This design comes from an exercise in tuning for small area, a short achievable clock period and few clock cycles on the open sky130 flow, not from production work. Only simulation tests tie the RTL to the original design; equivalence was not proved. No activity file was given, so power comes from the tool's default toggle rates.

<file path="flow/run.sh">
#!/bin/bash
set -euo pipefail
bash standard.sh \
    "BUFFER_PORTS_ARGS=-buffer_cell sky130_fd_sc_hd__buf_4" \
    MATCH_CELL_FOOTPRINT=0 \
    SETUP_SLACK_MARGIN=6.5 \
    finish > standard_finish.log 2>&1
</file>
<file path="standard.sh">
#!/bin/bash
# synth_recipe.tcl (not shown) runs the flow's synth.tcl, then flattens the netlist and writes it again
# the make line also repeats each setting of config.mk as NAME=value (left out here)
make -C /OpenROAD-flow-scripts/flow DESIGN_CONFIG=/design/flow/config.mk WORK_HOME=/design/flow/orfs CLKGATE_MAP_FILE= SYNTH_SCRIPT=/design/flow/synth_recipe.tcl "${@:-finish}"
</file>
<file path="config.mk">
export PLATFORM = sky130hd
export DESIGN_NAME = tcore
export DESIGN_NICKNAME = tcore
export VERILOG_FILES = /design/flow/design.v
export SDC_FILE = /design/flow/constraint.sdc
export NUM_CORES = 4
export LEC_CHECK = 0
export ABC_CLOCK_PERIOD_IN_PS = 3500
export CAP_MARGIN = 20
export CORE_MARGIN = 2
export CORE_UTILIZATION = 40
export CTS_CLUSTER_DIAMETER = 60
export CTS_CLUSTER_SIZE = 30
export PLACE_DENSITY = 0.6
export SETUP_SLACK_MARGIN = 5
export SLEW_MARGIN = 20
export TNS_END_PERCENT = 100
</file>
<file path="constraint.sdc">
create_clock -name core_clock -period 11.0 [get_ports {clk}]
set_input_delay 2.2000 -clock core_clock [delete_from_list [all_inputs] [get_ports {clk}]]
set_output_delay 2.2000 -clock core_clock [all_outputs]
set_load 0.01 [all_outputs]
</file>
<file path="design.v">
module tcore (
    input  wire        clk,
    input  wire        rst,
    input  wire        req_valid,
    input  wire        req_we,
    input  wire [8:0]  req_addr,
    input  wire [31:0] req_wdata,
    output reg         rsp_valid,
    output reg  [31:0] rsp_rdata
);
    localparam [2:0] E_NONE    = 3'd0;
    localparam [2:0] E_ILLEGAL = 3'd1;
    localparam [2:0] E_OPERAND = 3'd2;
    localparam [2:0] E_BOUNDS  = 3'd3;
    localparam [2:0] E_TRYTE   = 3'd4;
    localparam [2:0] E_TRIT    = 3'd5;
    localparam [2:0] E_INCOVF  = 3'd6;
    localparam integer S_IDLE   = 0;
    localparam integer S_LAUNCH = 1;
    localparam integer S_MRD    = 2;
    localparam integer S_DEC    = 3;
    localparam integer S_ENC    = 4;
    localparam integer S_ADD    = 5;
    localparam integer S_ADDF   = 6;
    localparam integer S_INC    = 7;
    localparam integer S_INCW   = 8;
    localparam integer S_SCANI  = 9;
    localparam integer S_SCANY  = 10;
    localparam integer S_SCANT  = 11;
    localparam integer S_SCANP  = 12;
    localparam integer S_MRDT   = 13;
    localparam integer NS       = 14;
    genvar k, r, j;
    integer ik, ir;
    reg [191:0] tm;         
    reg [255:0] ym;         
    reg [31:0] opa, opb, opc, opd;
    reg [31:0] result;
    reg [2:0]  err;
    reg        err_any;
    reg [6:0]  fbase;       
    reg [2:0]  foff;
    reg [7:0]  esum;        
    reg [NS-1:0] st;
    reg        fresh;       
    reg [4:0]  opr;         
    reg        mrd_tm;      
    reg        scan_y;      
    reg        skipchk;     
    reg        tw_ok;       
    reg        inc_fin;     
    reg [6:0]  trp;         
    reg [4:0]  yrp;         
    reg [6:0]  rem;         
    reg [6:0]  wbase;       
    reg [30:0] an;          
    reg        acy;         
    reg [1:0]  ar;          
    reg [1:0]  inc_v;       
    reg [3:0]  iwin;        
    reg [6:0]  twp;         
    reg [15:0] twd;         
    reg [7:0]  twe;         
    reg [4:0]  ywp;
    reg [15:0] ywd;
    reg [1:0]  ywe;
    wire idle = st[S_IDLE];
    function automatic [7:0] add8(input [7:0] a, input [7:0] b);
        reg [7:0] g, p, c;
        reg t;
        integer i, m, q;
        begin
            g = a & b;
            p = a ^ b;
            for (i = 0; i < 8; i = i + 1) begin
                c[i] = 1'b0;
                for (m = 0; m < i; m = m + 1) begin
                    t = g[m];
                    for (q = m + 1; q < i; q = q + 1)
                        t = t & p[q];
                    c[i] = c[i] | t;
                end
            end
            add8 = p ^ c;
        end
    endfunction
    function automatic [6:0] add7(input [6:0] a, input [6:0] b);
        reg [7:0] s8;
        begin
            s8 = add8({1'b0, a}, {1'b0, b});
            add7 = s8[6:0];
        end
    endfunction
    function automatic gt8(input [7:0] a, input [7:0] b);
        reg r, e;
        integer i;
        begin
            r = 1'b0;
            e = 1'b1;
            for (i = 7; i >= 0; i = i - 1) begin
                r = r | (e & a[i] & ~b[i]);
                e = e & ~(a[i] ^ b[i]);
            end
            gt8 = r;
        end
    endfunction
    function automatic [7:0] dthr(input [5:0] c);
        case (c)
            6'd0: dthr = {1'b0, 7'd96};
            6'd1: dthr = {1'b0, 7'd93};
            6'd2: dthr = {1'b0, 7'd90};
            6'd3: dthr = {1'b0, 7'd87};
            6'd4: dthr = {1'b0, 7'd84};
            6'd5: dthr = {1'b0, 7'd81};
            6'd6: dthr = {1'b0, 7'd78};
            6'd7: dthr = {1'b0, 7'd75};
            6'd8: dthr = {1'b0, 7'd72};
            6'd9: dthr = {1'b0, 7'd69};
            6'd10: dthr = {1'b0, 7'd66};
            6'd11: dthr = {1'b0, 7'd63};
            6'd12: dthr = {1'b0, 7'd60};
            6'd13: dthr = {1'b0, 7'd57};
            6'd14: dthr = {1'b0, 7'd54};
            6'd15: dthr = {1'b0, 7'd51};
            6'd16: dthr = {1'b0, 7'd48};
            6'd17: dthr = {1'b0, 7'd45};
            6'd18: dthr = {1'b0, 7'd42};
            6'd19: dthr = {1'b0, 7'd39};
            6'd20: dthr = {1'b0, 7'd36};
            6'd21: dthr = {1'b0, 7'd33};
            6'd22: dthr = {1'b0, 7'd30};
            6'd23: dthr = {1'b0, 7'd27};
            6'd24: dthr = {1'b0, 7'd24};
            6'd25: dthr = {1'b0, 7'd21};
            6'd26: dthr = {1'b0, 7'd18};
            6'd27: dthr = {1'b0, 7'd15};
            6'd28: dthr = {1'b0, 7'd12};
            6'd29: dthr = {1'b0, 7'd9};
            6'd30: dthr = {1'b0, 7'd6};
            6'd31: dthr = {1'b0, 7'd3};
            6'd32: dthr = {1'b0, 7'd0};
            6'd33: dthr = {1'b1, 7'd0};
            6'd34: dthr = {1'b1, 7'd0};
            6'd35: dthr = {1'b1, 7'd0};
            6'd36: dthr = {1'b1, 7'd0};
            6'd37: dthr = {1'b1, 7'd0};
            6'd38: dthr = {1'b1, 7'd0};
            6'd39: dthr = {1'b1, 7'd0};
            6'd40: dthr = {1'b1, 7'd0};
            6'd41: dthr = {1'b1, 7'd0};
            6'd42: dthr = {1'b1, 7'd0};
            6'd43: dthr = {1'b1, 7'd0};
            6'd44: dthr = {1'b1, 7'd0};
            6'd45: dthr = {1'b1, 7'd0};
            6'd46: dthr = {1'b1, 7'd0};
            6'd47: dthr = {1'b1, 7'd0};
            6'd48: dthr = {1'b1, 7'd0};
            6'd49: dthr = {1'b1, 7'd0};
            6'd50: dthr = {1'b1, 7'd0};
            6'd51: dthr = {1'b1, 7'd0};
            6'd52: dthr = {1'b1, 7'd0};
            6'd53: dthr = {1'b1, 7'd0};
            6'd54: dthr = {1'b1, 7'd0};
            6'd55: dthr = {1'b1, 7'd0};
            6'd56: dthr = {1'b1, 7'd0};
            6'd57: dthr = {1'b1, 7'd0};
            6'd58: dthr = {1'b1, 7'd0};
            6'd59: dthr = {1'b1, 7'd0};
            6'd60: dthr = {1'b1, 7'd0};
            6'd61: dthr = {1'b1, 7'd0};
            6'd62: dthr = {1'b1, 7'd0};
            6'd63: dthr = {1'b1, 7'd0};
            default: dthr = 8'd0;
        endcase
    endfunction
    wire [3:0]  trow  = trp[6:3];
    wire [3:0]  trow1 = {trp[6] ^ (&trp[5:3]), trp[5] ^ (&trp[4:3]), trp[4] ^ trp[3], ~trp[3]};
    wire [15:0] tbank;
    wire [15:0] tlane;
    generate
        for (k = 0; k < 8; k = k + 1) begin : g_trd
            wire [31:0] bv;
            for (r = 0; r < 16; r = r + 1) begin : g_row
                if (r < 12) begin : g_in
                    assign bv[2*r +: 2] = tm[2*(8*r+k) +: 2];
                end else begin : g_out
                    assign bv[2*r +: 2] = 2'b00;
                end
            end
            wire [3:0] rr = (k < trp[2:0]) ? trow1 : trow;
            assign tbank[2*k +: 2] = bv[2*rr +: 2];
        end
    endgenerate
    wire [15:0] trot0 = trp[0] ? {tbank[1:0], tbank[15:2]} : tbank;
    wire [15:0] trot1 = trp[1] ? {trot0[3:0], trot0[15:4]} : trot0;
    assign tlane      = trp[2] ? {trot1[7:0], trot1[15:8]} : trot1;
    reg [15:0]  tw;
    wire        tw_byp = (twp == trp);
    always @(posedge clk)
        for (ik = 0; ik < 8; ik = ik + 1)
            tw[2*ik +: 2] <= (tw_byp && twe[ik]) ? twd[2*ik +: 2] : tlane[2*ik +: 2];
    wire [127:0] yb0v, yb1v;
    generate
        for (r = 0; r < 16; r = r + 1) begin : g_ybv
            assign yb0v[8*r +: 8] = ym[8*(2*r)   +: 8];
            assign yb1v[8*r +: 8] = ym[8*(2*r+1) +: 8];
        end
    endgenerate
    wire [4:0] y0row = yrp[0] ? {&yrp[4:1], yrp[4] ^ (&yrp[3:1]), yrp[3] ^ (&yrp[2:1]), yrp[2] ^ yrp[1], ~yrp[1]}
                             : {1'b0, yrp[4:1]};
    wire [7:0] yb0 = y0row[4] ? 8'h00 : yb0v[8*y0row[3:0] +: 8];
    wire [7:0] yb1 = yb1v[8*yrp[4:1] +: 8];
    wire [7:0] ylane0 = yrp[0] ? yb1 : yb0;
    wire [7:0] ylane1 = yrp[0] ? yb0 : yb1;
    wire [4:0]  twrow1 = {&twp[6:3], twp[6] ^ (&twp[5:3]), twp[5] ^ (&twp[4:3]), twp[4] ^ twp[3], ~twp[3]};
    wire [15:0] twd0 = twp[0] ? {twd[13:0], twd[15:14]} : twd;
    wire [15:0] twd1 = twp[1] ? {twd0[11:0], twd0[15:12]} : twd0;
    wire [15:0] twd2 = twp[2] ? {twd1[7:0], twd1[15:8]} : twd1;
    wire [7:0]  twe0 = twp[0] ? {twe[6:0], twe[7]} : twe;
    wire [7:0]  twe1 = twp[1] ? {twe0[5:0], twe0[7:6]} : twe0;
    wire [7:0]  twe2 = twp[2] ? {twe1[3:0], twe1[7:4]} : twe1;
    wire [7:0]  t_wen;
    wire [39:0] t_wrow;
    wire [15:0] t_wdat;
    generate
        for (k = 0; k < 8; k = k + 1) begin : g_twr
            assign t_wen[k] = twe2[k];
            assign t_wdat[2*k +: 2] = twd2[2*k +: 2];
            assign t_wrow[5*k +: 5] = (k < twp[2:0]) ? twrow1 : {1'b0, twp[6:3]};
        end
    endgenerate
    wire       y_wen0 = ywp[0] ? ywe[1] : ywe[0];
    wire       y_wen1 = ywp[0] ? ywe[0] : ywe[1];
    wire [7:0] y_wd0  = ywp[0] ? ywd[15:8] : ywd[7:0];
    wire [7:0] y_wd1  = ywp[0] ? ywd[7:0]  : ywd[15:8];
    wire [4:0] y_wr0  = ywp[0] ? {&ywp[4:1], ywp[4] ^ (&ywp[3:1]), ywp[3] ^ (&ywp[2:1]), ywp[2] ^ ywp[1], ~ywp[1]}
                              : {1'b0, ywp[4:1]};
    wire [4:0] y_wr1  = {1'b0, ywp[4:1]};
    always @(posedge clk) begin
        for (ik = 0; ik < 8; ik = ik + 1)
            for (ir = 0; ir < 12; ir = ir + 1)
                if (t_wen[ik] && t_wrow[5*ik +: 5] == ir)
                    tm[2*(8*ir+ik) +: 2] <= t_wdat[2*ik +: 2];
        for (ir = 0; ir < 16; ir = ir + 1) begin
            if (y_wen0 && y_wr0 == ir) ym[8*(2*ir)   +: 8] <= y_wd0;
            if (y_wen1 && y_wr1 == ir) ym[8*(2*ir+1) +: 8] <= y_wd1;
        end
    end
    wire wpend = (|twe) || (|ywe);
    function automatic tryte_ok(input [7:0] c);
        tryte_ok = (c == 8'h39) || (c >= 8'h41 && c <= 8'h5A);
    endfunction
    function automatic [5:0] tryte_dec(input [7:0] c);
        reg [4:0] i;
        begin
            i = c[6] ? c[4:0] : 5'd0;
            case (i)
                5'd0:  tryte_dec = {2'b00, 2'b00, 2'b00};
                5'd1:  tryte_dec = {2'b00, 2'b00, 2'b01};
                5'd2:  tryte_dec = {2'b00, 2'b01, 2'b11};
                5'd3:  tryte_dec = {2'b00, 2'b01, 2'b00};
                5'd4:  tryte_dec = {2'b00, 2'b01, 2'b01};
                5'd5:  tryte_dec = {2'b01, 2'b11, 2'b11};
                5'd6:  tryte_dec = {2'b01, 2'b11, 2'b00};
                5'd7:  tryte_dec = {2'b01, 2'b11, 2'b01};
                5'd8:  tryte_dec = {2'b01, 2'b00, 2'b11};
                5'd9:  tryte_dec = {2'b01, 2'b00, 2'b00};
                5'd10: tryte_dec = {2'b01, 2'b00, 2'b01};
                5'd11: tryte_dec = {2'b01, 2'b01, 2'b11};
                5'd12: tryte_dec = {2'b01, 2'b01, 2'b00};
                5'd13: tryte_dec = {2'b01, 2'b01, 2'b01};
                5'd14: tryte_dec = {2'b11, 2'b11, 2'b11};
                5'd15: tryte_dec = {2'b11, 2'b11, 2'b00};
                5'd16: tryte_dec = {2'b11, 2'b11, 2'b01};
                5'd17: tryte_dec = {2'b11, 2'b00, 2'b11};
                5'd18: tryte_dec = {2'b11, 2'b00, 2'b00};
                5'd19: tryte_dec = {2'b11, 2'b00, 2'b01};
                5'd20: tryte_dec = {2'b11, 2'b01, 2'b11};
                5'd21: tryte_dec = {2'b11, 2'b01, 2'b00};
                5'd22: tryte_dec = {2'b11, 2'b01, 2'b01};
                5'd23: tryte_dec = {2'b00, 2'b11, 2'b11};
                5'd24: tryte_dec = {2'b00, 2'b11, 2'b00};
                5'd25: tryte_dec = {2'b00, 2'b11, 2'b01};
                5'd26: tryte_dec = {2'b00, 2'b00, 2'b11};
                default: tryte_dec = 6'b000000;
            endcase
        end
    endfunction
    function automatic [7:0] tryte_enc(input [5:0] t);
        case (t)
            6'b111111: tryte_enc = 8'h4E;
            6'b111100: tryte_enc = 8'h4F;
            6'b111101: tryte_enc = 8'h50;
            6'b110011: tryte_enc = 8'h51;
            6'b110000: tryte_enc = 8'h52;
            6'b110001: tryte_enc = 8'h53;
            6'b110111: tryte_enc = 8'h54;
            6'b110100: tryte_enc = 8'h55;
            6'b110101: tryte_enc = 8'h56;
            6'b001111: tryte_enc = 8'h57;
            6'b001100: tryte_enc = 8'h58;
            6'b001101: tryte_enc = 8'h59;
            6'b000011: tryte_enc = 8'h5A;
            6'b000000: tryte_enc = 8'h39;
            6'b000001: tryte_enc = 8'h41;
            6'b000111: tryte_enc = 8'h42;
            6'b000100: tryte_enc = 8'h43;
            6'b000101: tryte_enc = 8'h44;
            6'b011111: tryte_enc = 8'h45;
            6'b011100: tryte_enc = 8'h46;
            6'b011101: tryte_enc = 8'h47;
            6'b010011: tryte_enc = 8'h48;
            6'b010000: tryte_enc = 8'h49;
            6'b010001: tryte_enc = 8'h4A;
            6'b010111: tryte_enc = 8'h4B;
            6'b010100: tryte_enc = 8'h4C;
            6'b010101: tryte_enc = 8'h4D;
            default:   tryte_enc = 8'h39;
        endcase
    endfunction
    function automatic [1:0] add3(input [1:0] x, input [1:0] y);
        case ({x, y})
            4'b0000: add3 = 2'd0;
            4'b0001: add3 = 2'd1;
            4'b0010: add3 = 2'd2;
            4'b0100: add3 = 2'd1;
            4'b0101: add3 = 2'd2;
            4'b0110: add3 = 2'd0;
            4'b1000: add3 = 2'd2;
            4'b1001: add3 = 2'd0;
            4'b1010: add3 = 2'd1;
            default: add3 = 2'd0;
        endcase
    endfunction
    wire [31:0] an32 = {1'b0, an};
    wire [31:0] pv;           
    generate
        for (k = 0; k < 16; k = k + 1) begin : g_pv
            wire [1:0] pr = an32[2*(15-k) +: 2];
            assign pv[2*k +: 2] = (pr == 2'b11) ? 2'b00 : pr;
        end
    endgenerate
    wire [31:0] ps0 = pv;
    wire [31:0] ps1, ps2, ps3, ps4;
    generate
        for (k = 0; k < 16; k = k + 1) begin : g_sk
            if ((k & 1) != 0) begin : g1a
                assign ps1[2*k +: 2] = add3(ps0[2*k +: 2], ps0[2*(k-1) +: 2]);
            end else begin : g1b
                assign ps1[2*k +: 2] = ps0[2*k +: 2];
            end
            if ((k & 2) != 0) begin : g2a
                assign ps2[2*k +: 2] = add3(ps1[2*k +: 2], ps1[2*((k & ~3) + 1) +: 2]);
            end else begin : g2b
                assign ps2[2*k +: 2] = ps1[2*k +: 2];
            end
            if ((k & 4) != 0) begin : g3a
                assign ps3[2*k +: 2] = add3(ps2[2*k +: 2], ps2[2*((k & ~7) + 3) +: 2]);
            end else begin : g3b
                assign ps3[2*k +: 2] = ps2[2*k +: 2];
            end
            if ((k & 8) != 0) begin : g4a
                assign ps4[2*k +: 2] = add3(ps3[2*k +: 2], ps3[2*7 +: 2]);
            end else begin : g4b
                assign ps4[2*k +: 2] = ps3[2*k +: 2];
            end
        end
    endgenerate
    wire [31:0] aq;
    generate
        for (k = 0; k < 16; k = k + 1) begin : g_q
            wire [1:0] rin;       
            if (k == 0) begin : g0
                assign rin = 2'b00;
            end else begin : gn
                assign rin = ps4[2*(k-1) +: 2];
            end
            wire [1:0] b = an32[2*(15-k) +: 2];
            assign aq[2*(15-k) +: 2] = (rin == 2'd0) ? {1'b0, b[1] & b[0]} :
                                       (rin == 2'd1) ? {b[1], ~b[1]} :
                                                       {1'b1, b[1] | b[0]};
        end
    endgenerate
    wire [1:0]  a_r   = ps4[2*15 +: 2];         
    wire [30:0] a_q   = aq[30:0];               
    wire [1:0]  a_u   = add3(ar, {1'b0, acy});
    wire        a_cdv = (ar == 2'd2) && acy;
    wire [1:0]  a_t   = tw[1:0];
    reg  [1:0]  a_dn;
    reg         a_ovf;
    always @(*) begin
        case ({a_t, a_u})
            4'b1100: begin a_dn = 2'b11; a_ovf = 1'b0; end   
            4'b1101: begin a_dn = 2'b00; a_ovf = 1'b0; end   
            4'b1110: begin a_dn = 2'b01; a_ovf = 1'b0; end   
            4'b0000: begin a_dn = 2'b00; a_ovf = 1'b0; end   
            4'b0001: begin a_dn = 2'b01; a_ovf = 1'b0; end   
            4'b0010: begin a_dn = 2'b11; a_ovf = 1'b1; end   
            4'b0100: begin a_dn = 2'b01; a_ovf = 1'b0; end   
            4'b0101: begin a_dn = 2'b11; a_ovf = 1'b1; end   
            4'b0110: begin a_dn = 2'b00; a_ovf = 1'b1; end   
            default: begin a_dn = 2'b00; a_ovf = 1'b0; end
        endcase
    end
    wire        a_cn   = a_cdv | a_ovf;
    wire [30:0] an_cy;
    generate
        for (k = 0; k < 31; k = k + 1) begin : g_ancy
            assign an_cy[k] = acy && (&an[k:0]);
        end
    endgenerate
    wire        a_small = (an == 31'd0);
    wire        a_term = a_small && !a_cn;
    wire [7:0] i_end;
    wire [7:0] i_len;
    generate
        for (j = 0; j < 8; j = j + 1) begin : g_iend
            assign i_len[j] = (rem == j);
            assign i_end[j] = i_len[j] || (tw[2*j +: 2] != 2'b01);
        end
    endgenerate
    wire [7:0] i_before;        
    assign i_before[0] = 1'b0;
    generate
        for (j = 1; j < 8; j = j + 1) begin : g_ibef
            assign i_before[j] = |i_end[j-1:0];
        end
    endgenerate
    wire [7:0] i_first = i_end & ~i_before;
    wire       i_found = |i_end;
    reg  [1:0] i_te;
    reg  [2:0] i_e;
    always @(*) begin
        i_te = 2'b00;
        i_e = 3'd0;
        for (ik = 0; ik < 8; ik = ik + 1)
            if (i_first[ik]) begin
                i_te = tw[2*ik +: 2];
                i_e = ik;
            end
    end
    wire       i_atlen = |(i_first & i_len);
    wire [1:0] i_tn    = {1'b0, ~i_te[0]};        
    wire       i_bnd   = i_atlen && (esum == 8'd96);
    wire       i_trit  = (i_te == 2'b10);
    wire       i_ovf   = i_atlen && (i_te == 2'b01);
    wire       i_bad   = i_bnd || i_trit || i_ovf;
    wire [2:0] i_cause = i_bnd ? E_BOUNDS : i_trit ? E_TRIT : E_INCOVF;
    wire in_cmd = req_valid && req_we && (req_addr == 9'h000);
    wire in_hi  = (req_wdata[31:3] != 29'd0);
    wire [4:0] in_op;           
    assign in_op[0] = !in_hi && (req_wdata[2:0] == 3'd1);
    assign in_op[1] = !in_hi && (req_wdata[2:0] == 3'd2);
    assign in_op[2] = !in_hi && (req_wdata[2:0] == 3'd3);
    assign in_op[3] = !in_hi && (req_wdata[2:0] == 3'd4);
    assign in_op[4] = !in_hi && (req_wdata[2:0] == 3'd5);
    wire stall   = wpend || fresh;
    wire go      = (idle && in_cmd && !stall) || st[S_LAUNCH];
    wire [4:0] lop = st[S_LAUNCH] ? opr : in_op;
    wire l_dec = lop[0], l_enc = lop[1], l_add = lop[2], l_inc = lop[3], l_tt = lop[4];
    wire l_ill = !(|lop);
    wire use_tw = idle && tw_ok && !stall;
    wire l_incnow = l_inc && use_tw && i_found;
    wire [2:0] rop_in = req_wdata[2:0];
    reg  [2:0] ropr;
    wire [2:0] rop = st[S_LAUNCH] ? ropr : rop_in;
    wire r_dec = (rop == 3'd1), r_enc = (rop == 3'd2), r_add = (rop == 3'd3), r_inc = (rop == 3'd4);
    wire neg_ab = opa[31] || opb[31];
    wire neg_c  = opc[31];
    wire neg_d  = opd[31];
    wire hi7_a = |opa[30:7];
    wire hi7_b = |opb[30:7];
    wire hi7_c = |opc[30:7];
    wire hi6_a = |opa[30:6];
    wire hi6_b = |opb[30:6];
    wire hi6_c = |opc[30:6];
    wire bnd_t96 = hi7_a || hi7_c || gt8(esum, 8'd96);           
    wire bnd_y32 = hi6_a || hi6_c || gt8(esum, 8'd32);           
    wire [7:0] thr_b = dthr(opb[5:0]);
    wire [7:0] thr_c = dthr(opc[5:0]);
    wire bnd_dec = bnd_y32 || hi7_b || thr_c[7] || gt8({1'b0, opb[6:0]}, {1'b0, thr_c[6:0]});
    wire bnd_enc = bnd_t96 || hi6_b || thr_b[7] || gt8({1'b0, opc[6:0]}, {1'b0, thr_b[6:0]});
    wire x1_ok = (opa == 32'h00000000) || (opa == 32'h00000001) || (opa == 32'hFFFFFFFF);
    wire x2_ok = (opb == 32'h00000000) || (opb == 32'h00000001) || (opb == 32'hFFFFFFFF);
    reg [31:0] tt_out;
    always @(*) begin
        case ({opa[1:0], opb[1:0]})
            {2'b11, 2'b11}: tt_out = 32'h00000001;
            {2'b00, 2'b11}: tt_out = 32'h00000001;
            {2'b01, 2'b11}: tt_out = 32'hFFFFFFFF;
            {2'b11, 2'b00}: tt_out = 32'h00000000;
            {2'b00, 2'b00}: tt_out = 32'hFFFFFFFF;
            {2'b01, 2'b00}: tt_out = 32'h00000001;
            {2'b11, 2'b01}: tt_out = 32'hFFFFFFFF;
            {2'b00, 2'b01}: tt_out = 32'h00000000;
            {2'b01, 2'b01}: tt_out = 32'h00000000;
            default:        tt_out = 32'h00000000;
        endcase
    end
    wire [95:0] t_bad;
    wire [31:0] y_bad;
    generate
        for (j = 0; j < 96; j = j + 1) begin : g_tb
            assign t_bad[j] = tm[2*j+1] && !tm[2*j];
        end
        for (j = 0; j < 32; j = j + 1) begin : g_yb
            assign y_bad[j] = !tryte_ok(ym[8*j +: 8]);
        end
    endgenerate
    wire t_inv = (|t_bad) && !skipchk;
    wire y_inv = (|y_bad) && !skipchk;
    wire d_flt  = neg_ab || neg_c || bnd_dec;
    wire d_ok   = !d_flt && !y_inv;
    wire d_last = (rem[6:2] == 5'd0) && (rem[1:0] != 2'b11);      
    wire e_flt  = neg_ab || neg_c || bnd_enc;
    wire e_ok   = !e_flt && !t_inv;
    wire e_last = (rem[6:3] == 4'd0) && (rem[2:0] != 3'b111);     
    wire a_flt  = opa[31] || neg_c || neg_d || bnd_t96;
    wire a_ok   = !a_flt && !t_inv;
    wire a_zero = (rem == 7'd0);
    wire a_one  = (rem == 7'd1);
    wire n_flt  = opa[31] || neg_c || bnd_t96;
    wire t_flt  = !x1_ok || !x2_ok;
    wire [2:0] d_cause = (neg_ab || neg_c) ? E_OPERAND : E_BOUNDS;
    wire [2:0] a_cause = (opa[31] || neg_c || neg_d) ? E_OPERAND : E_BOUNDS;
    wire [2:0] n_cause = (opa[31] || neg_c) ? E_OPERAND : E_BOUNDS;
    wire [2:0] e_cause = (neg_ab || neg_c) ? E_OPERAND : E_BOUNDS;
    wire l_resp = l_ill
                || (l_dec && (d_flt || (d_ok && d_last)))
                || (l_enc && (e_flt || (e_ok && a_zero)))
                || (l_add && (a_flt || (a_ok && a_zero)))
                || (l_inc && (n_flt || l_incnow))
                || l_tt;
    wire l_fault = l_ill
                || (l_dec && d_flt)
                || (l_enc && e_flt)
                || (l_add && a_flt)
                || (l_inc && (n_flt || (l_incnow && i_bad)))
                || (l_tt && t_flt);
    wire [2:0] l_cause = l_ill ? E_ILLEGAL :
                         l_dec ? d_cause :
                         l_enc ? e_cause :
                         l_add ? a_cause :
                         l_inc ? (n_flt ? n_cause : i_cause) :
                                 E_OPERAND;
    wire [11:0] dec_lanes = {tryte_dec(ylane1), tryte_dec(ylane0)};
    wire [11:0] enc_t;
    generate
        for (j = 0; j < 6; j = j + 1) begin : g_encm
            assign enc_t[2*j +: 2] = gt8({1'b0, rem}, j) ? tw[2*j +: 2] : 2'b00;
        end
    endgenerate
    wire [15:0] enc_codes = {tryte_enc(enc_t[11:6]), tryte_enc(enc_t[5:0])};
    reg [15:0] inc_lanes;
    always @(*)
        for (ik = 0; ik < 8; ik = ik + 1)
            inc_lanes[2*ik +: 2] = i_first[ik] ? i_tn : 2'b11;
    reg [31:0] rd_reg;
    always @(*) begin
        rd_reg = 32'h00000000;
        if (req_addr[8:3] == 6'd0) begin
            case (req_addr[2:0])
                3'd1: rd_reg = opa;
                3'd2: rd_reg = opb;
                3'd3: rd_reg = opc;
                3'd4: rd_reg = opd;
                3'd5: rd_reg = result;
                3'd6: rd_reg = {27'd0, err_any, 1'b0, err};
                3'd7: rd_reg = {25'd0, add7(fbase, {4'd0, foff})};
                default: rd_reg = 32'h00000000;
            endcase
        end
    end
    wire a_tm = (req_addr[8:7] == 2'b10) && !(req_addr[6] && req_addr[5]);
    wire a_ym = (req_addr[8:7] == 2'b11) && (req_addr[6:5] == 2'b00);
    wire h_wr  = idle && req_valid && req_we && (req_addr != 9'h000);
    wire h_rd  = idle && req_valid && !req_we;
    wire h_mrd = h_rd && (a_tm || a_ym);
    wire dec_done  = st[S_DEC] && d_last;
    wire enc_done  = st[S_ENC] && e_last;
    wire add_done  = st[S_ADD] && a_term;
    wire incw_done = st[S_INCW] && (rem[6:3] == 4'd0);
    wire inc_flt   = st[S_INC] && i_found && i_bad;
    wire scy_flt   = st[S_SCANY] && !a_zero && !tryte_ok(ylane0);
    wire sct_flt   = st[S_SCANT] && !a_zero && (tw[1:0] == 2'b10);
    wire inc_now   = st[S_INC] && i_found && !i_bad && (iwin == 4'd0);
    wire scan_end  = (st[S_SCANY] || st[S_SCANT]) && a_zero;
    always @(posedge clk) begin
        if (rst) begin
            opa     <= 32'h0;
            opb     <= 32'h0;
            opc     <= 32'h0;
            opd     <= 32'h0;
            result  <= 32'h0;
            err     <= E_NONE;
            err_any <= 1'b0;
            fbase   <= 7'd0;
            foff    <= 3'd0;
            tw_ok   <= 1'b0;
            inc_fin <= 1'b0;
            esum    <= 8'd0;
            st      <= {{(NS-1){1'b0}}, 1'b1};
            fresh   <= 1'b1;
            opr     <= 5'd0;
            mrd_tm  <= 1'b0;
            scan_y  <= 1'b0;
            skipchk <= 1'b0;
            trp     <= 7'd0;
            yrp     <= 5'd0;
            rem     <= 7'd0;
            wbase   <= 7'd0;
            an      <= 31'd0;
            acy     <= 1'b0;
            twe     <= 8'd0;
            ywe     <= 2'd0;
            rsp_valid <= 1'b0;
            rsp_rdata <= 32'h0;
        end else begin
            fresh <= !idle || go;
            inc_fin <= inc_now || (go && l_inc && !n_flt && l_incnow && !i_bad);
            tw_ok   <= idle && !(h_wr && req_addr == 9'h001) && (!fresh || inc_fin)
                    && (!(|twe) || tw_byp);
            rsp_valid <= (idle && req_valid && !(req_we && req_addr == 9'h000) && !h_mrd)
                      || st[S_MRD]
                      || (go && l_resp)
                      || dec_done || enc_done || add_done || st[S_ADDF]
                      || incw_done || inc_flt || inc_now || scy_flt || sct_flt;
            if (idle) begin
                trp   <= opa[6:0];
                yrp   <= opa[4:0];
                wbase <= opa[6:0];
                rem   <= opc[6:0];
                an    <= opd[30:0];
                acy   <= 1'b0;
                if (in_cmd) begin
                    opr  <= in_op;
                    ropr <= rop_in;
                end
                if (h_wr) begin
                    case (req_addr)
                        9'h001: begin
                            opa   <= req_wdata;
                            trp   <= req_wdata[6:0];
                            yrp   <= req_wdata[4:0];
                            wbase <= req_wdata[6:0];
                            esum  <= add8({1'b0, req_wdata[6:0]}, {1'b0, opc[6:0]});
                        end
                        9'h002: opb <= req_wdata;
                        9'h003: begin
                            opc  <= req_wdata;
                            rem  <= req_wdata[6:0];
                            esum  <= add8({1'b0, opa[6:0]}, {1'b0, req_wdata[6:0]});
                        end
                        9'h004: begin
                            opd <= req_wdata;
                            an  <= req_wdata[30:0];
                        end
                        default: ;
                    endcase
                end
                rsp_rdata <= rd_reg;
                if (h_mrd) begin
                    mrd_tm <= a_tm;
                    trp    <= req_addr[6:0];
                    yrp    <= req_addr[4:0];
                end
            end
            if (st[S_MRD])
                rsp_rdata <= mrd_tm ? {30'd0, tw[1:0]} : {24'd0, ylane0};
            twe <= 8'd0;
            ywe <= 2'd0;
            if (idle) begin
                twp <= req_addr[6:0];
                twd <= {14'd0, req_wdata[1:0]};
                ywp <= req_addr[4:0];
                ywd <= {8'd0, req_wdata[7:0]};
            end
            if (h_wr && a_tm)
                twe <= 8'h01;
            if (h_wr && a_ym)
                ywe <= 2'b01;
            if (st[S_DEC]) begin
                twp <= add7(twp, 7'd6);
                twd <= {4'd0, dec_lanes};
                twe <= {2'b00, {3{|rem[6:1]}}, 3'b111};
                yrp <= yrp + 5'd2;
                rem <= add7(rem, 7'h7E);
            end
            if (st[S_ENC]) begin
                ywp <= ywp + 5'd2;
                ywd <= enc_codes;
                ywe <= {|rem[6:2], 1'b1};
                trp <= add7(trp, 7'd6);
                rem <= add7(rem, 7'h7A);
            end
            if (st[S_ADD]) begin
                twp   <= wbase;
                twd   <= {14'd0, a_dn};
                twe   <= 8'h01;
                wbase <= add7(wbase, 7'd1);
                if (!a_one)
                    an <= a_q;      
                ar    <= a_r;
                acy   <= a_cn;
                trp   <= add7(trp, 7'd1);
                rem   <= add7(rem, 7'h7F);
            end
            if (st[S_ADDF])
                result <= {an_cy[30], an ^ {an_cy[29:0], acy}};
            if (st[S_INC]) begin
                trp   <= add7(trp, 7'd8);
                rem   <= add7(rem, 7'h78);
                wbase <= add7(wbase, 7'd8);
                iwin  <= iwin + 4'd1;
                if (i_found) begin
                    inc_v <= i_tn;
                    rem   <= {iwin, i_e};
                    wbase <= opa[6:0];
                    trp   <= opa[6:0];
                    twp   <= wbase;
                    twd   <= inc_lanes;
                    twe   <= (iwin == 4'd0 && !i_bad) ? ~i_before : 8'd0;
                end
            end
            if (st[S_INCW]) begin
                twp <= wbase;
                for (ik = 0; ik < 8; ik = ik + 1) begin
                    twd[2*ik +: 2] <= (rem == ik) ? inc_v : 2'b11;
                    twe[ik] <= !gt8(ik, {1'b0, rem});
                end
                wbase <= add7(wbase, 7'd8);
                rem   <= add7(rem, 7'h78);
            end
            if (st[S_SCANI]) begin
                trp   <= opa[6:0];
                yrp   <= opa[4:0];
                rem   <= opc[6:0];
                wbase <= opa[6:0];
                an    <= opd[30:0];
                acy   <= 1'b0;
            end
            if (st[S_SCANY]) begin
                yrp <= yrp + 5'd1;
                rem <= add7(rem, 7'h7F);
                if (a_zero) begin
                    yrp <= opa[4:0];
                    rem <= opc[6:0];
                end
            end
            if (st[S_SCANP])
                trp <= add7(trp, 7'd1);
            if (st[S_SCANT]) begin
                trp <= add7(trp, 7'd1);
                rem <= add7(rem, 7'h7F);
                if (a_zero) begin
                    trp <= opa[6:0];
                    rem <= opc[6:0];
                end
            end
            if ((idle && in_cmd) || st[S_LAUNCH]) begin
                result  <= (l_tt && !t_flt) ? tt_out :
                           (l_add && a_ok && a_zero) ? opd : 32'h0;
                err     <= l_fault ? l_cause : E_NONE;
                fbase   <= (l_inc && !n_flt && l_incnow && i_bad && !i_bnd) ? wbase : 7'd0;
                foff    <= (l_inc && !n_flt && l_incnow && i_bad && !i_bnd) ? i_e : 3'd0;
                if (l_fault)
                    err_any <= 1'b1;
            end
            if (go) begin
                skipchk <= 1'b0;
                scan_y  <= l_dec;
                twe <= (l_dec && d_ok) ? {2'b00, {3{|opc[5:1]}}, {3{opc[5:0] != 6'd0}}} :
                       (l_inc && !n_flt && l_incnow && !i_bad) ? ~i_before : 8'd0;
                yrp   <= yrp + 5'd2;
                ywp   <= opb[4:0] + 5'd30;      
                iwin  <= 4'd0;
                ar    <= a_r;           
                an    <= a_q;           
                twp   <= r_inc ? wbase : opb[6:0];
                twd   <= r_inc ? inc_lanes : {4'd0, dec_lanes};
                trp   <= r_enc ? add7(trp, 7'd6) : r_add ? add7(trp, 7'd1) :
                         (r_inc && !(use_tw && i_found)) ? add7(trp, 7'd8) : trp;
                rem   <= r_dec ? add7(rem, 7'h7E) : rem;
            end
            st <= {NS{1'b0}};
            st[S_IDLE] <= (idle && !(in_cmd && stall) && !h_mrd && !(go && !l_resp))
                       || (go && l_resp)
                       || st[S_MRD] || dec_done || enc_done || add_done || st[S_ADDF]
                       || incw_done || inc_flt || inc_now || scy_flt || sct_flt;
            st[S_LAUNCH] <= (idle && in_cmd && stall) || scan_end;
            st[S_MRDT]   <= h_mrd && a_tm;
            st[S_MRD]    <= (h_mrd && !a_tm) || st[S_MRDT];
            st[S_DEC]    <= (go && l_dec && d_ok && !d_last) || (st[S_DEC] && !d_last);
            st[S_ENC]    <= (go && l_enc && e_ok && !a_zero) || (st[S_ENC] && !e_last);
            st[S_ADD]    <= (go && l_add && a_ok && !a_zero) || (st[S_ADD] && !a_term && !a_one);
            st[S_ADDF]   <= st[S_ADD] && !a_term && a_one;
            st[S_INC]    <= (go && l_inc && !n_flt && !l_incnow) || (st[S_INC] && !i_found);
            st[S_INCW]   <= (st[S_INC] && i_found && !i_bad && iwin != 4'd0) || (st[S_INCW] && !incw_done);
            st[S_SCANI]  <= go && ((l_dec && !d_flt && y_inv) ||
                                   (l_enc && !e_flt && t_inv) ||
                                   (l_add && !a_flt && t_inv));
            st[S_SCANY]  <= (st[S_SCANI] && scan_y) || (st[S_SCANY] && !a_zero && tryte_ok(ylane0));
            st[S_SCANP]  <= st[S_SCANI] && !scan_y;
            st[S_SCANT]  <= st[S_SCANP] || (st[S_SCANT] && !a_zero && tw[1:0] != 2'b10);
            if (scan_end)
                skipchk <= 1'b1;
            if (inc_flt) begin
                err     <= i_cause;
                err_any <= 1'b1;
                fbase   <= i_bnd ? 7'd0 : wbase;
                foff    <= i_bnd ? 3'd0 : i_e;
            end
            if (scy_flt || sct_flt) begin
                err     <= scy_flt ? E_TRYTE : E_TRIT;
                err_any <= 1'b1;
                fbase   <= scy_flt ? {2'b00, yrp} : add7(trp, 7'h7F);
                foff    <= 3'd0;
            end
        end
    end
endmodule
</file>
==> impl_metrics.py, run 1 <==
metrics = {
    "routing": {
        "route.antenna.remaining_nets": 0,
        "routed_wirelength_mm": 206.4,
        "drt_pass1_iterations": 9,
        "route.detailed.wl_per_inst_um": 27.89,
        "drt_iter0_drcs": 7023,
        "detailroute.via_count": 48500,
        "drt_drc_violations_left": 0,
        "drt-vias-per-instance": 6.552,
    },
    "cts": {
        "cts_tree": "done",
        "tritoncts.num_buffers": 93,
        "clock_sink_count": 841,
        "clk_pin_slew_worst_paths_ns": 0.07,
        "h_tree_depth": 3,
        "cts_root_buffer": "clkbuf_16",
        "worst_case_clock_buffer_depth": 3,
        "clkLatencyLatePin_ns": 0.77,
        "holdBufCountCts": 0,
    },
    "power": {
        "power.switching_mw": 2.369,
        "total_leakage_power_nw": 21.03,
        "power.density_cell_area_mw_per_mm2": 134.2,
        "fraction_of_power_spent_switching_nets": 0.2994,
        "vdd.ir_drop.worst_v": 0.0001479,
        "clockPowerShare": 0.437,
        "pint_mw": 5.543,
        "combinationalPowerShare": 0.125,
        "fin_total_pwr_mw": 7.912,
        "relative_contribution_of_sequential_cells_to_total_power": 0.438,
    },
    "timing": {
        "timing.fmax_ghz": 0.2220,
        "skew_ns": 0.1032,
        "slew_headroom": 0.1665,
        "worst_margin_pin_slew_ns": 1.237,
        "timing.final.crit_period_ns": 4.504,
        "timing_hold_violations_final": 0,
        "fin_setup_tns_ns": 0,
        "finalSetupViolCount": 0,
        "layout_worst_path_cycle_share": 0.4095,
        "slew_violations": 0,
        "grt_setup_unrepaired": "true",
    },
    "worst_setup_path": {
        "regToRegStartpoint": "rem[1]",
        "reg2reg_slack_ns": 6.59,
        "worstPathRequired_ns": 11.62,
        "cell_with_the_largest_stage_delay_on_the_worst_path": "or4_4",
        "critical_path.startpoint_type": "input pin",
        "reg2regPathDepth": 14,
        "timing.rr.end": "twd[4]",
        "worstSetupEndpointType": "register",
        "critical_path.n_buffers_inverters": 5,
        "cp_max_fo": 29,
        "critical-path-top-cell-by-count": "buf_4",
        "crit_arrival_ns": 5.13,
        "crit_type": "in2reg",
        "crit_path_max_incr_delay_ns": 0.59,
        "critical_path.cell_chain": "buf_4, or4_4, nor3_4, buf_4, buf_4, buf_6, nand3_1, buf_4, nand2_1, nand3_1, o211ai_1, a21oi_1, o221ai_1, a221o_1, a21oi_1",
        "critPathTopFamily": "simple AND/OR/NAND/NOR gates",
    },
    "global_routing": {
        "grt_max_degree": 101,
        "grt_usage": 0.2938,
        "global_route_wire_length_before_repair_mm": 299.9,
        "first_global_vias": 44540,
        "grt_antenna_before_repair": 6,
        "globalRouteOverflowTotal": 0,
    },
    "worst_hold_path": {
        "hold-path-endpoint": "st[2]",
        "min_delay_path_depth": 2,
        "min_path_type": "reg2reg",
        "min_from": "st[13]",
    },
    "die": {
        "initial_utilization": 0.4043,
        "core_area_mm2": 0.1300,
        "die_x_um": 366.5,
        "row_cnt": 132,
        "pin_count": 78,
        "die-height_um": 366.5,
        "floorplan.die_area_mm2": 0.1343,
    },
    "synthesis": {
        "yosysUniqueCellTypes": 116,
        "synth_sequential_area_ratio": 0.4158,
        "netlist_area_mm2": 0.05255,
        "synth-async-reset-ratio": 0,
        "mappedNetlistNets": 5863,
        "register_bit_count_reported_by_yosys": 841,
        "top_flip_flop_cell_by_instance_count_after_synthesis": "edfxtp_1",
        "yosys_warnings": 1,
        "synthesis.instances": 5658,
        "syn-mean-instance-area_um2": 9.287,
        "synth_edf_count": 501,
    },
    "cells_and_area": {
        "area_delta_synth_final_pct": 12.16,
        "drive_gt1_frac": 0.1340,
        "num-nets-final": 5783,
        "finalCoreUtilization": 0.4535,
    },
    "place": {
        "dp_hpwl_mm": 150.7,
        "port_buffers": 77,
        "finalWeightedCongestion": 1.018,
    },
    "run": {
        "maxCapViolations": 0,
    },
    "run_status": {
        "run_status": "timing/DRC/antenna clean",
    },
}
[sequential cells by signal, indices dropped and copies added, names as in the netlist, 8 cells and up]
register   cells
opa           32
ym           256
twe            8
opb           32
rsp_rdata     32
result        32
esum           8
opd           32
st            14
thr_b          8
twd           16
tw            16
thr_c          8
ywd           15
tm           192
an            31
opc           32
[timing repair]
action                                  4_1_cts  5_1_grt
cloned                                        2        5
endpoints found under the setup margin      169      111
buffers inserted                              6       26
pin swaps                                     3       14
resized for setup                            60       82
[placed cells by master (no fill, tap or decap), drive strengths merged, types with 39 or more instances in the layout]
master,n
a211oi,83
a21oi,499
a221oi,68
a22oi,99
a31oi,102
and2,55
buf,187
clkbuf,104
dfxtp,340
edfxtp,501
ha,157
inv,256
mux2,79
mux2i,222
mux4,130
nand2,607
nand2b,61
nand3,97
nand4,48
nor2,606
nor2b,46
nor3,152
nor4,89
o211ai,48
o21ai,280
o22ai,137
or4,39
xnor2,79
xor2,39
[cell families (layout without fill, tap and decap cells)]
group,after synthesis,after routing,synth area share
mux,431,431,0.1153
simple gates,1918,1921,0.1695
other cells,0,3,0
buf+inv,597,593,0.04524
fa+ha+maj,168,168,0.04005
xor+xnor,118,118,0.01967
compound gates,1585,1585,0.1944
flops,841,841,0.4158
[worst reg2reg max path: cells and delay by family, from the launching register on]
kind	cells	cell delay (ns)
buf+inv	2	0.74
fa+ha+maj	1	0.40
compound gates	4	0.77
simple gates	7	1.92
flops	1	0.42
[per-layer routing]
metal / vias up / wire, um / track usage
met5: - / 56 / 0
met4: 8 / 9123 / 0.1146
met3: 495 / 25290 / 0.07300
met2: 3214 / 87160 / 0.4288
met1: 23720 / 84780 / 0.4161
li1: 21060 / - / -
[synth_stat cells (12+ instances only)]
cell      instances  area [um2]
nand2_1         605        2271
nor2_1          601        2256
edfxtp_1        501       15040
a21oi_1         498        2492
dfxtp_1         340        6807
clkbuf_1        276        1036
o21ai_0         263        1316
mux2i_1         219        2192
inv_1           218       818.3
ha_1            157        1964
nor3_1          148       740.7
o22ai_1         135       844.6
mux4_2          130        2928
a31oi_1          99       619.3
nand3_1          97       485.5
a22oi_1          96       720.7
nor4_1           86       538.0
a211oi_1         80       600.6
mux2_2           79       889.6
xnor2_1          79       691.9
a221oi_1         67       586.8
nand2b_1         60       375.4
and2_1           52       325.3
nand4_1          48       300.3
o211ai_1         48       360.4
nor2b_1          45       281.5
buf_1            39       146.4
or4_1            39       292.8
xor2_1           39       341.6
buf_2            37       185.2
o21a_1           24       180.2
o221ai_1         24       210.2
or2_2            24       150.1
a21o_1           23       172.7
and3_1           22       137.6
a221o_1          21       210.2
o31ai_1          21       157.7
or3_1            19       118.9
a311oi_1         16       140.1
a211o_1          14       122.6
nor3b_1          14       105.1
o21ai_1          14       70.07
a32oi_1          13       113.9
nand3b_1         12       90.09
[power groups by stage]
stage               registers (mW)  logic (mW)  clock network [mW]
floorplan                     3.48       0.652                   0
global placement              3.53       0.928                   0
detailed placement            3.53       0.932                   0
CTS                           3.46       0.944                3.48
global route                  3.46        1.05                3.60
finish                        3.46       0.990                3.46
[metrics by stage]
stage	area [um2]	worst slack (ns)	cells	hold slack [ns]
3_3_place_gp	54580	4.496	7184	0.4318
6_report	58940	6.496	7402	0.4484
5_1_grt	58930	6.416	7399	0.4772
3_5_place_dp	54590	4.439	7184	0.4321
2_1_floorplan	52720	6.453	5658	0.4130
4_1_cts	58300	6.501	7366	0.4505
[layout make-up]
cell class | count | area, um2
clock inverters | 74 | 1040
repair buffers | 191 | 1645
fillers | 12360 | 71040
flip-flops and latches | 841 | 21860
inverters | 228 | 859.6
diodes | 3 | 7.507
multi-input cells | 4223 | 28970
clock buffers | 100 | 2374
well taps | 1742 | 2180
[worst max-delay path by stage]
stage / start / depth (start not counted) / end / slack (ns)
after global placement: req_addr[4] / 11 / twp[2] / 4.50
after global routing: req_addr[3] / 15 / trp[5] / 6.42
after floorplan: req_addr[3] / 11 / rem[4] / 6.45
after detailed placement: req_addr[4] / 11 / twd[6] / 4.44
after CTS: req_addr[0] / 13 / trp[2] / 6.50
final: req_addr[3] / 15 / trp[5] / 6.50
Testbench counts, summed over its fixed seeds: cycles 17,325.
==> inputs of run 2 (changes only) <==
==> flow/run.sh (replaced) <==
#!/bin/bash
set -euo pipefail
bash standard.sh \
    "BUFFER_PORTS_ARGS=-buffer_cell sky130_fd_sc_hd__buf_4" \
    MATCH_CELL_FOOTPRINT=0 \
    SETUP_SLACK_MARGIN=7.0 \
    finish > standard_finish.log 2>&1
==> impl_metrics.py, run 2 <==
metrics = {
    "routing": {
        "drt_drc_violations_left": 0,
        "drt-vias-per-instance": 6.567,
        "routed_wirelength_mm": 218.6,
        "drt_pass1_iterations": 9,
        "route.detailed.wl_per_inst_um": 28.76,
        "detailroute.via_count": 49920,
        "drt_iter0_drcs": 6870,
        "route.antenna.remaining_nets": 0,
    },
    "global_routing": {
        "grt_max_degree": 88,
        "globalRouteOverflowTotal": 0,
        "met3_usage": 0.06372,
        "grt_usage": 0.3080,
        "grt_use_met2": 0.4829,
        "grt_util_met1": 0.4005,
        "busiest_layer": "met2",
        "first_global_vias": 46330,
        "global_route_wire_length_before_repair_mm": 312.4,
        "grt_antenna_before_repair": 10,
    },
    "cells_and_area": {
        "largest_reg_flops": 256,
        "num-nets-final": 5987,
        "filler_cell_count": 11880,
        "area_delta_synth_final_pct": 21.07,
        "largest-register": "ym",
        "final_cell_mix": "nand2_1 (580), nor2_1 (550), edfxtp_1 (501)",
        "drive_gt1_frac": 0.2187,
        "registers_with_the_most_flip_flops": "ym (256), tm (192)",
        "mostFrequentLayoutCell": "nand2_1",
    },
    "synthesis": {
        "yosys_warnings": 1,
        "synth_top_area_share": 0.2863,
        "synth_sequential_area_ratio": 0.4158,
        "synthMuxAreaShare": 0.1153,
        "synth.top_cells.by_area": "edfxtp_1 (29%), dfxtp_1 (13%), mux4_2 (5.6%), a21oi_1 (4.7%), nand2_1 (4.3%)",
        "synthesis.instances": 5658,
        "yosysUniqueCellTypes": 116,
        "post_synth_most_frequent_cells": "nand2_1 (605), nor2_1 (601), edfxtp_1 (501)",
        "synth_simple_gate_area_frac": 0.1695,
        "largest_family_of_logic_cells_by_synthesized_area": "compound AO/OA/AOI/OAI gates",
        "yosys.area_share.adder": 0.04005,
        "synth_edf_count": 501,
        "netlist_area_mm2": 0.05255,
        "synth_xor_xnor_area_share": 0.01967,
        "synth-async-reset-ratio": 0,
        "synth_compound_area_frac": 0.1944,
        "mappedNetlistNets": 5863,
        "register_bit_count_reported_by_yosys": 841,
        "syn-mean-instance-area_um2": 9.287,
        "yosysTopAreaCell": "edfxtp_1",
        "yosys.cell_count.top_type": "nand2_1",
        "top_flip_flop_cell_by_instance_count_after_synthesis": "edfxtp_1",
    },
    "timing": {
        "timing.final.crit_period_ns": 4.249,
        "skew_ns": 0.07642,
        "timing_hold_violations_final": 0,
        "grt_setup_unrepaired": "true",
        "finalSetupViolCount": 0,
        "slew_violations": 0,
        "timing.fmax_ghz": 0.2354,
        "fin_setup_tns_ns": 0,
        "worst_margin_pin_slew_ns": 1.155,
        "layout_worst_path_cycle_share": 0.3862,
        "slew_headroom": 0.2227,
    },
    "cts": {
        "holdBufCountCts": 0,
        "worst_case_clock_buffer_depth": 3,
        "cts_root_buffer": "clkbuf_16",
        "clkLatencyLatePin_ns": 0.76,
        "h_tree_depth": 3,
        "tritoncts.num_buffers": 88,
        "clock_sink_count": 841,
        "cts_tree": "done",
        "clk_pin_slew_worst_paths_ns": 0.07,
    },
    "run": {
        "maxCapViolations": 0,
    },
    "worst_setup_path": {
        "reg2reg_slack_ns": 6.85,
        "crit_type": "in2reg",
        "worstSetupEndpointType": "register",
        "crit_arrival_ns": 4.87,
        "crit_start": "req_addr[7]",
        "worstPathRequired_ns": 11.63,
        "critical_path.startpoint_type": "input pin",
        "cp_max_fo": 7,
        "regToRegStartpoint": "rem[1]",
    },
    "die": {
        "initial_utilization": 0.4043,
        "die-height_um": 366.5,
        "floorplan.die_area_mm2": 0.1343,
        "core_area_mm2": 0.1300,
        "pin_count": 78,
        "die_x_um": 366.5,
        "row_cnt": 132,
    },
    "power": {
        "power.density_cell_area_mw_per_mm2": 122.8,
        "fin_total_pwr_mw": 7.815,
        "total_leakage_power_nw": 22.55,
        "vdd.ir_drop.worst_v": 0.0001480,
    },
    "run_status": {
        "run_status": "timing/DRC/antenna clean",
    },
    "place": {
        "port_buffers": 77,
        "finalWeightedCongestion": 1.032,
        "dp_hpwl_mm": 149.4,
    },
    "worst_hold_path": {
        "min_from": "st[13]",
        "min_path_type": "reg2reg",
    },
}
[run 2: final timing paths]
check | endpoint | depth (start not counted)
max | thr_c[4] | 17
min | st[2] | 2
max reg2reg | twd[8] | 13
min reg2reg | st[2] | 2
[run 2: critical path: stages]
cell     delay, ns
buf_6         0.10
or4_4         0.57
nor3_4        0.22
buf_8         0.18
nand2_8       0.11
mux2i_4       0.27
buf_4         0.17
buf_6         0.11
nor2_4        0.13
buf_4         0.15
ha_4          0.14
nor2_4        0.04
nor2_4        0.13
a21oi_2       0.04
nor2_1        0.08
nor2_1        0.05
o32a_1        0.16
[run 2: what timing repair did]
item / 4_1_cts / 5_1_grt
setup endpoints to repair: 351 / 183
pin swaps: 68 / 127
gates resized for setup: 333 / 294
setup buffers: 140 / 71
cloned: 26 / 14
[run 2: layout make-up]
cell class	instances	area [um2]	area share
well taps	1742	2180	0.03426
diodes	2	5.005	0.00007867
clock inverters	70	887.1	0.01394
inverters	228	878.3	0.01381
clock buffers	95	2301	0.03617
repair buffers	390	4197	0.06597
multi-input cells	4233	31290	0.4918
flip-flops and latches	841	21880	0.3440
[run 2: cells by family (layout without fill, tap and decap cells)]
kind of cell	after synthesis	in the layout
adders and majority gates	168	168
and+or+nand+nor	1918	1931
other	0	2
xor gates and xnor gates	118	118
muxes	431	431
buffers and inverters	597	783
DFF	841	841
AOI/OAI and AO/OA	1585	1585
[run 2: where the power goes]
part,switching (mW),internal (mW),total [mW]
Sequential,0.0725,3.39,3.46
Combinational,0.700,0.370,1.07
Clock,1.63,1.65,3.28
[run 2: layer usage]
metal | routed length [um] | vias to the layer above
met5 | 67 | -
met4 | 14300 | 10
met2 | 97400 | 3108
met3 | 23150 | 697
li1 | - | 21550
met1 | 83710 | 24550
[run 2: metrics by stage]
stage | cell area (um2) | std cells | setup slack [ns] | hold slack, ns | util
floorplan | 53530 | 5658 | 6.500 | 0.4130 | -
global placement | 55090 | 7181 | 4.809 | 0.4391 | 0.4238
detailed placement | 55090 | 7181 | 4.727 | 0.4424 | 0.4239
CTS | 61370 | 7512 | 6.774 | 0.4542 | 0.4721
global route | 63610 | 7599 | 6.686 | 0.4785 | 0.4894
finish | 63620 | 7601 | 6.752 | 0.4558 | 0.4894

## port drivers added, routing unchanged
The results above use ideal ports. As a check the final layouts listed here were re-extracted and re-timed, cells and wires unchanged. Step 1, drivers: a clkbuf_16 drives clk and a buf_2 each remaining input, both assumed. Step 2, shift: input delay + t, output delay - t, t = (earliest + latest rising clock arrival at the registers) / 2. This alone moves slack from input paths to output paths. Three values: ideal, step 1, step 2; two values: the first two.
run	t (ns)	setup slack, ns	worst setup path after step 2	worst slew at a driven data input, ns
run 1	0.806	6.496 / 6.445 / 5.638	input to register	0.23
run 2	0.804	6.751 / 6.738 / 5.934	input to register	0.20
After both steps setup and hold are still met in every run listed. The setup slack of run 1, which loses most, moves by -0.051 ns with the drivers and by -0.858 ns with both steps.
